Background: an optimization exercise with open tools, aiming at small area, a short achievable clock period and few clock cycles. Do not read the settings as production practice.
Function was checked by simulation only, so behaviour that the tests miss may differ from the original.

==> inputs of build 46 <==
// gf2_unit
module gf2_unit (
    input  wire        clk,
    input  wire        rst,       
    input  wire        start,     
    input  wire [2:0]  op,
    input  wire [63:0] a,         
    input  wire [63:0] b,         
    input  wire [63:0] m,         
    input  wire [6:0]  n,         
    output wire        ready,
    output reg         done,
    output wire [63:0] result,
    output wire        fault
);
==> flow/config.mk <==
export PLATFORM = sky130hd
export DESIGN_NAME = gf2_unit
export DESIGN_NICKNAME = gf2_unit
export VERILOG_FILES = /design/flow/design.v
export SDC_FILE = /design/flow/constraint.sdc
export NUM_CORES = 4
export LEC_CHECK = 0
export ABC_AREA = 1
export CAP_MARGIN = 20
export CORE_MARGIN = 2
export CORE_UTILIZATION = 25
export PLACE_DENSITY = 0.45
export SETUP_SLACK_MARGIN = 3.5
export SLEW_MARGIN = 20
==> flow/constraint.sdc <==
create_clock -name core_clock -period 8.0 [get_ports {clk}]
set_input_delay 1.6000 -clock core_clock [delete_from_list [all_inputs] [get_ports {clk}]]
set_output_delay 1.6000 -clock core_clock [all_outputs]
set_load 0.01 [all_outputs]
run.sh (not shown) runs the stock make flow with config.mk's settings and CLKGATE_MAP_FILE= SYNTH_SCRIPT=/design/flow/synth_recipe.tcl, a recipe that flattens the netlist after the stock synthesis.
==> build 7 (differences from build 46) <==
- CORE_UTILIZATION: 25 -> 30
- PLACE_DENSITY: 0.45 -> 0.5
- SETUP_SLACK_MARGIN: 3.5 -> 2.5
==> run notes <==
item	build 46	build 7
FILL cells	27150	23190
First-pass GRT wire length	896.8 mm	801.2 mm
Core outline area	248700 sq um	207100 sq um
Worst reg2reg endpoint	Z[35]	X[42]
Detailed-placement wirelength estimate	531.0 mm	487.5 mm
Final-layout clock-cell area share	0.02182	0.02576
Status	complete, no violations	complete, no violations
Met2 capacity usage during global routing	0.7218	0.7492
Maximum net fanout on the critical path	11	19
Via count of the first global-routing pass	85530	83310
WS Path Type	flop to output port	flop to flop
Number of buffers created by CTS	60	57
Placed Cells	15240	14810
Setup crit end	fault	X[42]
Die Height	504.1 um	460.5 um
Final wirelength	736.9 mm	628.5 mm
Met1 track demand over resource	0.6175	0.6250
Flop-to-flop setup slack	3050 ps	2200 ps
Data arrival time of the critical path	3540 ps	6280 ps
Testbench counts of build 46, summed over its fixed seeds: cycles 11,250.
Testbench counts of build 7, summed over its fixed seeds: cycles 11,250.

---

==> trial 98: inputs <==
==> flow/design.v <==
module gf2_unit (
    input  wire        clk,
    input  wire        rst,       
    input  wire        start,     
    input  wire [2:0]  op,
    input  wire [63:0] a,         
    input  wire [63:0] b,         
    input  wire [63:0] m,         
    input  wire [6:0]  n,         
    output wire        ready,
    output reg         done,
    output wire [63:0] result,
    output wire        fault
);
    localparam integer K   = 8;           
    localparam integer KI  = 4;           
    localparam integer NCH = 64 / K;      
    localparam [6:0] C32  = 32 / K - 1,
                     C64  = 64 / K - 1,
                     C128 = 128 / K - 1;
    localparam [2:0] OP_CLMUL    = 3'd0,
                     OP_CLMULH   = 3'd1,
                     OP_GFDIV    = 3'd2,
                     OP_GFMOD    = 3'd3,
                     OP_GFMULMOD = 3'd4,
                     OP_GFINV    = 3'd5,
                     OP_GFDIVX32 = 3'd6;
    localparam [2:0] S_IDLE = 3'd0,
                     S_MUL  = 3'd1,
                     S_DIV  = 3'd2,
                     S_MONT = 3'd3,
                     S_INV  = 3'd4;
    reg [2:0]   state;
    reg [2:0]   op_r;
    reg [6:0]   n_r;
    reg [6:0]   cnt;
    reg         flt;
    reg         invr;              
    reg [7:0]   delta;             
    reg [63:0]  X, M, OH;
    reg [127:0] Z;
    reg [1:0]   VX, RX;            
    reg [K-1:0] GAM, MU;           
    assign ready = (state == S_IDLE);
    function [63:0] lead1;
        input [63:0] v;
        reg   [7:0]  g, gl;
        reg   [63:0] loc;
        integer      q, r;
        begin
            for (q = 0; q < 8; q = q + 1) begin
                g[q] = |v[8*q +: 8];
                for (r = 0; r < 8; r = r + 1)
                    loc[8*q+r] = v[8*q+r] && ((r == 7) ? 1'b1 : !(|(v[8*q +: 8] >> (r + 1))));
            end
            for (q = 0; q < 8; q = q + 1)
                gl[q] = g[q] && ((q == 7) ? 1'b1 : !(|(g >> (q + 1))));
            for (q = 0; q < 64; q = q + 1)
                lead1[q] = loc[q] && gl[q / 8];
        end
    endfunction
    wire        ld_mul  = (op == OP_CLMUL) || (op == OP_CLMULH) || (op == OP_GFMULMOD);
    wire [63:0] ld_src  = ld_mul ? b : a;                  
    wire [63:0] ld_div  = (op == OP_GFMULMOD) ? m : b;     
    reg  [NCH-1:0] ch_nz;
    reg  [2:0]     ld_top;       
    reg  [1:0]     ld_pn;
    integer        c0;
    always @* begin
        for (c0 = 0; c0 < NCH; c0 = c0 + 1)
            ch_nz[c0] = ld_mul ? |b[c0*K +: K] : |a[c0*K +: K];
        ld_top = 3'd0;
        for (c0 = 1; c0 < NCH; c0 = c0 + 1)
            if (ch_nz[c0]) ld_top = c0;
        if (ld_mul || b[63:K] != {(64-K){1'b0}} && b[63:2*K] == {(64-2*K){1'b0}})
            ld_pn = 2'd1;
        else if (b[63:K] == {(64-K){1'b0}})
            ld_pn = 2'd2;
        else
            ld_pn = (ld_top == 3'd0) ? 2'd1 : 2'd0;
    end
    reg  [63+2*K:0] ld_sh;
    integer         c1;
    always @* begin
        ld_sh = {{(2*K){1'b0}}, ld_src};
        for (c1 = 0; c1 < 3; c1 = c1 + 1)
            if (!ld_top[c1]) ld_sh = ld_sh << ((1 << c1) * K);
        if (ld_pn == 2'd0)      ld_sh = ld_sh << (2 * K);
        else if (ld_pn == 2'd1) ld_sh = ld_sh << K;
    end
    wire        a_one   = (a == 64'd1);
    wire        a_zero  = (a == 64'd0);
    wire        b_le1   = (b[63:1] == 63'd0);
    wire        inv_spc = (op == OP_GFINV) && (a_zero || b_le1);
    wire        x32_spc = (op == OP_GFDIVX32) && !b[0];
    wire        ld_flt  = (op == OP_GFINV) ?
                              (a_zero || (b == 64'd0 && !a_one) || (!b_le1 && !b[0] && !a[0])) :
                          (op == OP_GFDIVX32) ? !b[0] : 1'b0;
    wire [63:0] ohM = lead1(M);
    reg  [5:0]  dM;                 
    reg  [K-1:0] bet, gam, mu;
    reg          acc;
    integer      i, j;
    always @* begin
        dM = 6'd0;
        for (i = 0; i < 64; i = i + 1)
            if (ohM[i]) dM = dM | i[5:0];
        bet[0] = 1'b1;
        for (j = 1; j < K; j = j + 1) begin
            acc = 1'b0;
            for (i = j; i < 64; i = i + 1)
                acc = acc | (M[i-j] & ohM[i]);
            bet[j] = acc;
        end
        gam[0] = 1'b1;
        for (j = 1; j < K; j = j + 1) begin
            acc = 1'b0;
            for (i = 1; i <= j; i = i + 1)
                acc = acc ^ (bet[i] & gam[j-i]);
            gam[j] = acc;
        end
        mu[0] = 1'b1;
        for (j = 1; j < K; j = j + 1) begin
            acc = 1'b0;
            for (i = 1; i <= j; i = i + 1)
                acc = acc ^ (M[i] & mu[j-i]);
            mu[j] = acc;
        end
    end
    wire [63+K:0] E = {X, Z[127:128-K]};
    reg  [K-1:0]  dc, dt, mt;
    reg           acc2;
    integer       i2, j2;
    always @* begin
        for (j2 = 0; j2 < K; j2 = j2 + 1) begin
            acc2 = 1'b0;
            for (i2 = 0; i2 < 64; i2 = i2 + 1)
                acc2 = acc2 | (E[K-1-j2+i2] & OH[i2]);
            dc[j2] = acc2;
        end
        for (j2 = 0; j2 < K; j2 = j2 + 1) begin
            acc2 = dc[j2];
            for (i2 = 0; i2 < j2; i2 = i2 + 1)
                acc2 = acc2 ^ (dc[i2] & GAM[j2-i2]);
            dt[j2] = acc2;
            acc2 = X[j2];
            for (i2 = 0; i2 < j2; i2 = i2 + 1)
                acc2 = acc2 ^ (X[i2] & MU[j2-i2]);
            mt[j2] = acc2;
        end
    end
    wire          use_m = (state != S_MUL);
    wire [63:0]   Y     = use_m ? M : X;
    reg  [K-1:0]  coef;
    reg  [62+K:0] arr;
    integer       j3;
    always @* begin
        for (j3 = 0; j3 < K; j3 = j3 + 1)
            coef[j3] = (state == S_MUL)  ? Z[128-K+j3] :
                       (state == S_MONT) ? mt[j3] : dt[K-1-j3];
        arr = {(63+K){1'b0}};
        for (j3 = 0; j3 < K; j3 = j3 + 1)
            arr = arr ^ ({{(K-1){1'b0}}, Y & {64{coef[j3]}}} << j3);
    end
    wire [127:0]  z_mul  = (Z << K) ^ {{(65-K){1'b0}}, arr};
    wire [62+K:0] mont_s = {{(K-1){1'b0}}, X} ^ arr;
    wire [63:0]   mont_x = {1'b0, mont_s[62+K:K]};
    wire [63:0] Fr = M, Gr = X;
    wire [65:0] Vr = {VX, Z[63:0]}, Rr = {RX, Z[127:64]};
    reg  [KI-1:0] gw, fw, gs, ss, ngw;
    reg  [7:0]  dl, dl2;
    reg  [63:0] F2, G2, tF;
    reg  [65:0] V2, R2, tV;
    integer     p;
    always @* begin
        for (p = 0; p < KI; p = p + 1) begin
            gw[KI-1-p] = |(Gr & (OH >> p));
            fw[KI-1-p] = |(Fr & (OH >> p));
        end
        dl = delta;
        for (p = 0; p < KI; p = p + 1) begin
            gs[p] = gw[KI-1];
            ss[p] = !dl[7] && gw[KI-1];
            dl    = ss[p] ? ~dl : dl + 8'd1;
            ngw   = (gw ^ (fw & {KI{gw[KI-1]}})) << 1;
            if (ss[p]) fw = gw;
            gw    = ngw;
        end
        dl2 = dl;
        F2 = Fr; G2 = Gr; V2 = Vr; R2 = Rr;
        for (p = 0; p < KI; p = p + 1) begin
            tF = F2;
            if (ss[p]) F2 = G2;
            G2 = (G2 ^ (tF & {64{gs[p]}})) << 1;
            tV = V2;
            V2 = (ss[p] ? R2 : V2) >> 1;
            R2 = R2 ^ (tV & {66{gs[p]}});
        end
    end
    wire        inv_odd = (KI == 4) && dM[0];
    wire [65:0] r_init  = inv_odd ? {ohM, 2'b00} : {2'b00, ohM};
    wire [6:0]  inv_cnt = (KI == 4) ? {2'b0, dM[5:1]} + {6'd0, dM[0]} - 7'd1
                                    : {1'b0, dM} - 7'd1;
    wire [63:0] nmask = (n_r >= 7'd64) ? {64{1'b1}} : ~({64{1'b1}} << n_r[5:0]);
    wire   res_x  = (op_r == OP_GFMOD) || (op_r == OP_GFMULMOD) || (op_r == OP_GFDIVX32);
    assign result = res_x ? (X & nmask) : (op_r == OP_CLMULH) ? Z[127:64] : Z[63:0];
    assign fault  = flt || (invr && (M != OH));
    wire last = (cnt == 7'd0);
    always @(posedge clk) begin
        done <= 1'b0;
        if (rst) begin
            state <= S_IDLE;
        end else begin
            case (state)
            S_IDLE:
                if (start) begin
                    if (inv_spc || x32_spc) done  <= 1'b1;
                    else if (ld_mul)        state <= S_MUL;
                    else                    state <= S_DIV;
                end
            S_MUL:
                if (last) begin
                    if (op_r == OP_GFMULMOD) state <= S_DIV;
                    else begin done <= 1'b1; state <= S_IDLE; end
                end
            S_DIV:
                if (last) begin
                    if (op_r == OP_GFINV)         state <= S_INV;
                    else if (op_r == OP_GFDIVX32) state <= S_MONT;
                    else begin done <= 1'b1; state <= S_IDLE; end
                end
            default:  
                if (last) begin done <= 1'b1; state <= S_IDLE; end
            endcase
        end
    end
    always @(posedge clk) begin
        OH    <= (state == S_IDLE) ? 64'd0 : ohM;
        GAM   <= gam;
        MU    <= mu;
        delta <= dl2;
        cnt   <= cnt - 7'd1;
        case (state)
        S_IDLE: begin
            op_r <= op;
            n_r  <= (op == OP_GFDIVX32) ? 7'd64 : n;
            flt  <= ld_flt;
            invr <= (op == OP_GFINV) && !inv_spc;
            M    <= ld_div;
            X    <= ld_mul ? a : {{(64-K){1'b0}}, ld_sh[63+2*K:64+K]};
            cnt  <= (ld_pn == 2'd0) ? {4'd0, ld_top - 3'd1} :
                    (ld_pn == 2'd1 || ld_mul) ? {4'd0, ld_top} : {4'd0, ld_top} + 7'd1;
            Z    <= {ld_sh[63+K:K], ld_sh[K-1:0] & {K{!inv_spc}},
                     {(63-K){1'b0}}, inv_spc && a_one};
        end
        S_MUL: begin
            Z <= z_mul;
            if (last) begin
                X <= 64'd0;
                if (op_r == OP_GFMULMOD && z_mul[127:64] == 64'd0) begin
                    Z   <= {z_mul[63:0], 64'd0};
                    cnt <= C64;
                end else begin
                    cnt <= C128;
                end
            end
        end
        S_DIV: begin
            X <= E[63:0] ^ arr[63:0];
            Z <= {Z[127-K:0], coef};    
            if (last) begin
                if (op_r == OP_GFINV) Z <= {r_init[63:0], 64'd0};
                RX    <= r_init[65:64];
                VX    <= 2'b00;
                delta <= 8'hff;
                cnt   <= (op_r == OP_GFINV) ? inv_cnt : C32;
            end
        end
        S_MONT: begin
            X <= mont_x;
            Z <= {Z[127-K:0], coef};
        end
        default: begin  
            M  <= F2;
            X  <= G2;
            Z  <= {R2[63:0], V2[63:0]};
            RX <= R2[65:64];
            VX <= V2[65:64];
        end
        endcase
    end
endmodule
==> flow/run.sh <==
#!/bin/bash
# synth_recipe.tcl (not shown) runs the flow's synth.tcl, then flattens the netlist and writes it again
# the make line also repeats each setting of config.mk as NAME=value (left out here)
make -C /OpenROAD-flow-scripts/flow DESIGN_CONFIG=/design/flow/config.mk WORK_HOME=/design/flow/orfs CLKGATE_MAP_FILE= SYNTH_SCRIPT=/design/flow/synth_recipe.tcl finish
==> flow/config.mk <==
export PLATFORM = sky130hd
export DESIGN_NAME = gf2_unit
export DESIGN_NICKNAME = gf2_unit
export VERILOG_FILES = /design/flow/design.v
export SDC_FILE = /design/flow/constraint.sdc
export NUM_CORES = 4
export LEC_CHECK = 0
export ABC_AREA = 1
export CAP_MARGIN = 20
export CORE_MARGIN = 2
export CORE_UTILIZATION = 35
export PLACE_DENSITY = 0.55
export SETUP_SLACK_MARGIN = 3.5
export SLEW_MARGIN = 20
==> flow/constraint.sdc <==
create_clock -name core_clock -period 8.0 [get_ports {clk}]
set_input_delay 1.6000 -clock core_clock [delete_from_list [all_inputs] [get_ports {clk}]]
set_output_delay 1.6000 -clock core_clock [all_outputs]
set_load 0.01 [all_outputs]
==> build 21 (differences from trial 98) <==
- SETUP_SLACK_MARGIN: 3.5 -> 4.5
==> results.yml <==
placement:
  hpwl_mm: 452
  globalplace.congestion: 1.24
clock_network:
  cts_setup_buffers: 374
outcome:
  status: "aborted with a tool error"
  run.stop_error: "[ERROR GRT-0232] Routing congestion too high. Check the congestion heatmap in the GUI."
  stop_stage: "global routing"
grt:
  globalRouteOverflowTotal: 5
  track_usage: 0.696
  met2_usage: 0.849
-- figures above: trial 98

==> results.yml <==
clock_network:
  clockBufferDepth: 3
  cts_setup_buffers: 758
  cts_buffers: 59
grt:
  met2_usage: 0.884
  track_usage: 0.736
outcome:
  stop_stage: "global routing"
  status: "aborted with a tool error"
  run.stop_error: "[ERROR GRT-0116] Global routing finished with congestion. Check the congestion regions in the DRC Viewer."
synth:
  ys_ff_latch: 368
  synth_top_cell_by_area: "nand2_1"
placement:
  hpwl_mm: 448
  globalplace.congestion: 1.24
-- figures above: build 21

Testbench counts of trial 98, summed over its fixed seeds: cycles 11,250.
Testbench counts of build 21, summed over its fixed seeds: cycles 11,250.

## re-timing with driven ports
Ports are ideal in the flow. The routed layouts listed here were re-timed in OpenROAD. Step 1 (the two cells are an assumption about what drives the block):
set clk [get_ports {clk}]
set_driving_cell -lib_cell sky130_fd_sc_hd__clkbuf_16 $clk
set_driving_cell -lib_cell sky130_fd_sc_hd__buf_2 [delete_from_list [all_inputs] $clk]
Step 2 adds t to the input delays and takes it off the output delays; t is the mean of the earliest and latest rising clock arrival at the registers after step 1. Input paths then give back, and output paths get back, about the clock's delay inside the block. Three values: no drivers, after step 1, after step 2; two values: the first two.
run | t (ns) | setup slack, ns | worst setup path after step 2 | slew at the worst register clock pin (ns) | pins driven straight from the clock port
build 46 | 0.863 | 2.856 / 2.752 / 2.549 | input to register | 0.08 / 0.08 | 1
build 7 | 0.891 | 2.196 / 2.196 / 1.728 | input to register | 0.08 / 0.08 | 1
After both steps setup and hold are still met in every run listed. The setup slack of build 7, which loses most, moves by 0.000 ns with the drivers and by -0.468 ns with both steps.
